Source: an optimization exercise on an open RTL-to-GDS flow (aim: small area, a short achievable clock period and few clock cycles per item). Production flows keep margins and buffers that such runs may drop. Where RTL was checked, it was by simulation tests only, not by an equivalence proof against the original.

Setup of the previous run:
## olivia_fec_decoder
module olivia_fec_decoder (
    input  wire        clk,
    input  wire        rst,
    input  wire        in_valid,
    output wire        in_ready,
    input  wire [3:0]  in_bps,
    input  wire [47:0] in_soft,
    output wire        out_valid,
    input  wire        out_ready,
    output wire [6:0]  out_char,
    output wire [2:0]  out_index,
    output wire [11:0] out_peak,
    output wire        out_last
);
clock: 10.0 ns
lec_check: 0
cap_margin: 10
core_margin: 2
core_utilization: 50
place_density: 0.68
slew_margin: 10
standard.sh (not shown) runs the stock make flow with config.mk's settings and CLKGATE_MAP_FILE= SYNTH_SCRIPT=/design/flow/synth_recipe.tcl, a recipe that flattens the netlist after the stock synthesis.
==> flow/flow/run.sh <==
#!/bin/bash
# Standard layout with: buf_4 port buffers, no dummy clock loads, clock sink clusters of up to 28 sinks within 60 um,
# and timing repair aiming for 6.9 ns of setup slack.
set -euo pipefail
export BUFFER_PORTS_ARGS="-buffer_cell sky130_fd_sc_hd__buf_4"
export CTS_ARGS="-sink_clustering_enable -repair_clock_nets -dont_use_dummy_load -sink_clustering_size 28 -sink_clustering_max_diameter 60"
export SETUP_SLACK_MARGIN=6.9
bash standard.sh > standard.log 2>&1
--- input diff the previous run..the current run ---
--- a/flow/design.v
+++ b/flow/design.v
@@ -249,38 +249,30 @@
                 reg [10*K-1:0] d;
                 if (K == 1) begin : g_1
                     always @(posedge clk) d <= B[j];
                 end else begin : g_n
                     always @(posedge clk) d <= {d[10*K-11:0], B[j]};
                 end
                 assign sk[j] = d[10*K-1 -: 10];
             end
         end
     endgenerate
-    wire [2:0] kr = {phi[4] | phi[5] | phi[6] | phi[7], phi[2] | phi[3] | phi[6] | phi[7],
-                    phi[1] | phi[3] | phi[5] | phi[7]};
-    wire [9:0] r0 [0:7];
-    wire [9:0] r1 [0:7];
-    wire [9:0] r2 [0:7];
-    wire [9:0] r3 [0:7];
-    generate
-        for (x = 0; x < 8; x = x + 1) begin : g_rv
-            assign r0[x] = sk[(8 - x) % 8];
-            assign r1[x] = kr[0] ? r0[(x + 7) % 8] : r0[x];
-            assign r2[x] = kr[1] ? r1[(x + 6) % 8] : r1[x];
-            assign r3[x] = kr[2] ? r2[(x + 4) % 8] : r2[x];
-        end
-    endgenerate
     wire [9:0] dk [0:7];
     generate
         for (x = 0; x < 8; x = x + 1) begin : g_rot
-            wire [9:0] rv = r3[x];
+            wire [79:0] terms;
+            for (j = 0; j < 8; j = j + 1) begin : g_t
+                assign terms[10*j +: 10] = sk[j] & {10{phi[(j + x) % 8]}};
+            end
+            wire [9:0] sel = terms[9:0]   | terms[19:10] | terms[29:20] | terms[39:30] |
+                             terms[49:40] | terms[59:50] | terms[69:60] | terms[79:70];
+            wire [9:0] rv = sel;
             if (x == 7) begin : g_z
                 assign dk[x] = rv;
             end else begin : g_d
                 localparam integer N = 7 - x;
                 reg [10*N-1:0] d;
                 if (N == 1) begin : g_1
                     always @(posedge clk) d <= rv;
                 end else begin : g_n
                     always @(posedge clk) d <= {d[10*N-11:0], rv};
                 end
[summary]
- On global-route usage: the current run sits above the previous run.
- On layout inverter count without the clock tree: between the previous run and the current run, it ends up lower for the current run.
- Summary of the current run over the previous run: final cell count without fillers has increased; met3 track demand over resource moved up.
- Non-clock buffer count, the previous run and the current run: lower on the current run
- Taking the previous run as the reference, in the current run slack of the worst reg-to-reg path moved up, summed area of non-filler cells in the final layout lost 0.79%.
Testbench counts of the current run, summed over its fixed seeds: cycles 35,440, chars 1,720.
The RTL of the previous run was laid out without a check of its function.

========
Setup of the baseline:
Another version of the RTL of olivia_fec_decoder (not shown whole).
Size in the first run: ~81 I/O pins.
Design olivia_fec_decoder, start of the top module:
module olivia_fec_decoder (
    input  wire        clk,
    input  wire        rst,
    input  wire        in_valid,
    output wire        in_ready,
    input  wire [3:0]  in_bps,
    input  wire [47:0] in_soft,
    output wire        out_valid,
    input  wire        out_ready,
    output wire [6:0]  out_char,
    output wire [2:0]  out_index,
    output wire [11:0] out_peak,
    output wire        out_last
);
export LEC_CHECK = 0
export CAP_MARGIN = 10
export CORE_MARGIN = 2
export CORE_UTILIZATION = 50
export PLACE_DENSITY = 0.68
export SLEW_MARGIN = 10
create_clock -name core_clock -period 10.0 [get_ports {clk}]
Scripts as last shown in full above: flow/flow/run.sh
The baseline completed end to end with timing, DRC and antenna clean.
Changes in the candidate relative to the baseline:
-- flow/design.v --
<<< the baseline, line 14
);
    localparam [63:0] SCRAMBLING_CODE = 64'hE257E6D0291574EC;
    localparam integer NCRED = 3;    
    function [63:0] scr_tab;
        input integer s;
>>> the candidate, line 14
);
    localparam [63:0] SCRAMBLING_CODE = 64'hE257E6D0291574EC;
    localparam integer NCRED = 4;    
    function [63:0] scr_tab;
        input integer s;
<<< the baseline, line 257
        end
    endgenerate
    wire [7:0] phi_n = {mh_nx[5:0], mh_nx[7:6]};
    reg  [2:0] kr;
    always @(posedge clk)
        kr <= {phi_n[4] | phi_n[5] | phi_n[6] | phi_n[7], phi_n[2] | phi_n[3] | phi_n[6] | phi_n[7],
               phi_n[1] | phi_n[3] | phi_n[5] | phi_n[7]};
    wire [9:0] r0 [0:7];
    wire [9:0] r1 [0:7];
    wire [9:0] r2 [0:7];
    wire [9:0] r3 [0:7];
    generate
        for (x = 0; x < 8; x = x + 1) begin : g_rv
            assign r0[x] = sk[(8 - x) % 8];
            assign r1[x] = kr[0] ? r0[(x + 7) % 8] : r0[x];
            assign r2[x] = kr[1] ? r1[(x + 6) % 8] : r1[x];
            assign r3[x] = kr[2] ? r2[(x + 4) % 8] : r2[x];
        end
    endgenerate
    wire [9:0] dk [0:7];
    generate
        for (x = 0; x < 8; x = x + 1) begin : g_rot
            wire [9:0] rv = r3[x];
            if (x == 7) begin : g_z
                assign dk[x] = rv;
>>> the candidate, line 257
        end
    endgenerate
    wire [9:0] dk [0:7];
    generate
        for (x = 0; x < 8; x = x + 1) begin : g_rot
            wire [79:0] terms;
            for (j = 0; j < 8; j = j + 1) begin : g_t
                assign terms[10*j +: 10] = sk[j] & {10{phi[(j + x) % 8]}};
            end
            wire [9:0] sel = terms[9:0]   | terms[19:10] | terms[29:20] | terms[39:30] |
                             terms[49:40] | terms[59:50] | terms[69:60] | terms[79:70];
            wire [9:0] rv = sel;
            if (x == 7) begin : g_z
                assign dk[x] = rv;
[summary]
Per the final summary, the candidate finished and its layout is clean on timing, DRC and antenna.
Fmax | the candidate vs the baseline | the candidate faster
Per the comparison of the candidate with the baseline, proportion of layout cells with a drive suffix above 1 went down 1.5 points, clock period minus worst slack -0.010 ns.
Total of clock buffers placed in the layout: higher on the candidate
The candidate -> the baseline: critical path depth delta 0, exact match
The baseline → the candidate: flip-flop and latch share of the layout cell area went down 0.26 points, initial cell density of the core held, global-route usage went up 0.17 points, final non-filler cell area went up about 1.2%, clock-pin slew reported for the worst setup and hold paths after clock tree synthesis held.
Xor/xnor share of the synthesized area: the candidate vs the baseline, no meaningful difference
Tap cell count for the candidate: 0.53% up relative to the baseline
Testbench counts of the candidate, summed over its fixed seeds: cycles 35,432, chars 1,720.
For the baseline, only the layout was checked, not whether the RTL still works.

========
## fjord
olivia_fec_decoder, a different RTL version from the one above (not shown whole).
Size: ~10000 cells after synthesis, roughly 4400 flip-flops, about 0.13 mm^2 of cells after synthesis.
==> flow/config.mk <==
export PLATFORM = sky130hd
export DESIGN_NAME = olivia_fec_decoder
export DESIGN_NICKNAME = olivia_fec_decoder
export VERILOG_FILES = /design/flow/design.v
export SDC_FILE = /design/flow/constraint.sdc
export NUM_CORES = 8
export LEC_CHECK = 0
export CAP_MARGIN = 40
export CORE_MARGIN = 2
export CORE_UTILIZATION = 35
export PLACE_DENSITY = 0.55
export SLEW_MARGIN = 20
==> flow/constraint.sdc <==
create_clock -name core_clock -period 10.0 [get_ports {clk}]
set_input_delay 2.0000 -clock core_clock [delete_from_list [all_inputs] [get_ports {clk}]]
set_output_delay 2.0000 -clock core_clock [all_outputs]
set_load 0.01 [all_outputs]
==> flow/flow/run.sh <==
#!/bin/bash
# Standard layout with: buf_4 port buffers, no dummy clock loads, clock sink clusters of up to 28 sinks within 60 um,
# and timing repair aiming for 6.8 ns of setup slack.
set -euo pipefail
export BUFFER_PORTS_ARGS="-buffer_cell sky130_fd_sc_hd__buf_4"
export CTS_ARGS="-sink_clustering_enable -repair_clock_nets -dont_use_dummy_load -sink_clustering_size 28 -sink_clustering_max_diameter 60"
export SETUP_SLACK_MARGIN=6.8
bash standard.sh > standard.log 2>&1
### fjord -> pepper
--- a/flow/design.v
+++ b/flow/design.v
@@ -236,52 +236,51 @@
             end
         end
     endgenerate
     wire [9:0] dk [0:7];
     generate
         for (x = 0; x < 8; x = x + 1) begin : g_rot
             wire [79:0] terms;
             for (j = 0; j < 8; j = j + 1) begin : g_t
                 assign terms[10*j +: 10] = sk[j] & {10{phi[(j + x) % 8]}};
             end
             wire [9:0] sel = terms[9:0]   | terms[19:10] | terms[29:20] | terms[39:30] |
                              terms[49:40] | terms[59:50] | terms[69:60] | terms[79:70];
-            reg  [9:0] rv;
-            always @(posedge clk) rv <= sel;
+            wire [9:0] rv = sel;
             if (x == 7) begin : g_z
                 assign dk[x] = rv;
             end else begin : g_d
                 localparam integer N = 7 - x;
                 reg [10*N-1:0] d;
                 if (N == 1) begin : g_1
                     always @(posedge clk) d <= rv;
                 end else begin : g_n
                     always @(posedge clk) d <= {d[10*N-11:0], rv};
                 end
                 assign dk[x] = d[10*N-1 -: 10];
             end
         end
     endgenerate
-    wire [10:0] C1 [0:7];
+    reg [10:0] C1 [0:7];
     generate
         for (q = 0; q < 8; q = q + 1) begin : g_c1
             wire [10:0] u1;
             if ((q & 1) == 0) begin : g_lo
                 ks_add #(.W(11)) u (.a({dk[q + 1][9], dk[q + 1]}), .b({dk[q][9], dk[q]}),
                                     .cin(1'b0), .s(u1));
             end else begin : g_hi
                 ks_add #(.W(11)) u (.a({dk[q][9], dk[q]}), .b(~{dk[q - 1][9], dk[q - 1]}),
                                     .cin(1'b1), .s(u1));
             end
-            assign C1[q] = u1;
+            always @(posedge clk) C1[q] <= u1;
         end
     endgenerate
     reg [11:0] C [0:7];
     generate
         for (q = 0; q < 8; q = q + 1) begin : g_c2
             wire [11:0] u2;
             if ((q & 2) == 0) begin : g_lo2
                 ks_add #(.W(12)) u (.a({C1[q + 2][10], C1[q + 2]}), .b({C1[q][10], C1[q]}),
                                     .cin(1'b0), .s(u2));
             end else begin : g_hi2
                 ks_add #(.W(12)) u (.a({C1[q][10], C1[q]}), .b(~{C1[q - 2][10], C1[q - 2]}),
                                     .cin(1'b1), .s(u2));
@@ -315,58 +314,62 @@
     endgenerate
     reg [11:0] l1m [0:3];
     reg [1:0]  l1i [0:3];     
     generate
         for (q = 0; q < 4; q = q + 1) begin : g_l1
             wire r = mag[2*q + 1] > mag[2*q];
             always @(posedge clk) begin
                 l1m[q] <= r ? mag[2*q + 1] : mag[2*q];
                 l1i[q] <= r ? {1'b1, sg[2*q + 1]} : {1'b0, sg[2*q]};
             end
         end
     endgenerate
-    wire [11:0] l2m [0:1];
-    wire [2:0]  l2i [0:1];
+    reg [11:0] l2m [0:1];
+    reg [2:0]  l2i [0:1];
     generate
         for (q = 0; q < 2; q = q + 1) begin : g_l2
             wire r = l1m[2*q + 1] > l1m[2*q];
-            assign l2m[q] = r ? l1m[2*q + 1] : l1m[2*q];
-            assign l2i[q] = r ? {1'b1, l1i[2*q + 1]} : {1'b0, l1i[2*q]};
+            always @(posedge clk) begin
+                l2m[q] <= r ? l1m[2*q + 1] : l1m[2*q];
+                l2i[q] <= r ? {1'b1, l1i[2*q + 1]} : {1'b0, l1i[2*q]};
+            end
         end
     endgenerate
     wire        l3r = l2m[1] > l2m[0];
     wire [11:0] l3m = l3r ? l2m[1] : l2m[0];
     wire [3:0]  l3i = l3r ? {1'b1, l2i[1]} : {1'b0, l2i[0]};
     reg [11:0] pk_m;
     reg [3:0]  pk_i;          
     always @(posedge clk) begin
         pk_m <= l3m;
         pk_i <= l3i;
     end
-    wire [2:0] ypk = dc_m + 3'd2;
+    wire [2:0] ypk = dc_m + 3'd1;
     reg [11:0] rm_m;
     reg [6:0]  rm_i;          
-    wire take = dc_mh[6] | (pk_m > rm_m);       
+    wire take = dc_mh[7] | (pk_m > rm_m);       
     always @(posedge clk) begin
         if (take) begin
             rm_m <= pk_m;
             rm_i <= {ypk, pk_i};
         end
     end
-    reg [14:0] tok;
+    reg [1:0] wq;
     always @(posedge clk) begin
-        if (rst) tok <= 15'd0;
-        else     tok <= {tok[13:0], win_end};
+        if (rst)
+            wq <= 2'd0;
+        else if (dc_mh[7])
+            wq <= {wq[0], win_end};
     end
-    wire res_v = tok[14];
+    wire res_v = dc_mh[7] & wq[1];
     reg  [2:0]  rc_i;
     wire        rc_last = (rc_i == dc_bm1);
     wire [22:0] res = {rc_last, rc_i, rm_i[0], rm_i[6:1], rm_m};    
     always @(posedge clk) begin
         if (rst)
             rc_i <= 3'd0;
         else if (res_v)
             rc_i <= rc_last ? 3'd0 : rc_i + 3'd1;
     end
     reg [22:0] qd [0:NCRED-1];
     reg [2:0]  qn;            
     reg        ov;
Notes after the runs:
Looking at number of nets in the synthesized netlist, pepper sits below fjord.
The post-synthesis cell count on pepper is in line with that on fjord.
Between fjord and pepper, final critical-path required period is higher for fjord, pepper comes in under that.
Summary — number of resized instances in the post-cts repair step, pepper relative to fjord: lower, by about 80%.
Remaining antenna violation count essentially unchanged between pepper and fjord.
First-pass GRT wire length went down by a few percent going from fjord to pepper.
pepper: total global routing track utilization lower than fjord
pepper vs. fjord: die width neither gained nor lost much; number of synthesized register bits picked up an extra about 0.43%; register area share after synthesis picked up an extra 0.37 points.
Testbench counts of pepper, summed over its fixed seeds: cycles 35,472, chars 1,720.
For fjord, only the layout was checked, not whether the RTL still works.

-- static timing again, ports no longer ideal --
The results above use ideal ports. As a check the final layouts listed here were re-extracted and re-timed, cells and wires unchanged.
Step 1 assumes that a clkbuf_16 drives the clock port and a buf_2 every other input.
Step 2 times the ports against the registers' clock, not the clock port: input delays grow and output delays shrink by t, the midpoint of the rising clock arrivals with the driver on.
Slacks: ideal / step 1 / step 2; pairs: ideal / step 1.
run | t, ns | setup slack, ns | latest minus earliest clock arrival (ns) | worst slew at a driven data input, ns
the previous run | 0.916 | 6.136 / 6.136 / 6.009 | 0.151 / 0.151 | 0.23
the current run | 0.939 | 6.665 / 6.573 / 6.030 | 0.175 / 0.176 | 0.10
the baseline | 0.925 | 6.640 / 6.550 / 6.030 | 0.164 / 0.163 | 0.15
the candidate | 0.926 | 6.650 / 6.551 / 6.049 | 0.144 / 0.144 | 0.11
fjord | 0.965 | 6.353 / 6.353 / 5.965 | 0.179 / 0.179 | 0.14
pepper | 0.946 | 6.595 / 6.497 / 5.934 | 0.138 / 0.137 | 0.16
After both steps setup and hold are still met in every run listed. The setup slack of pepper, which loses most, moves by -0.098 ns with the drivers and by -0.661 ns with both steps.
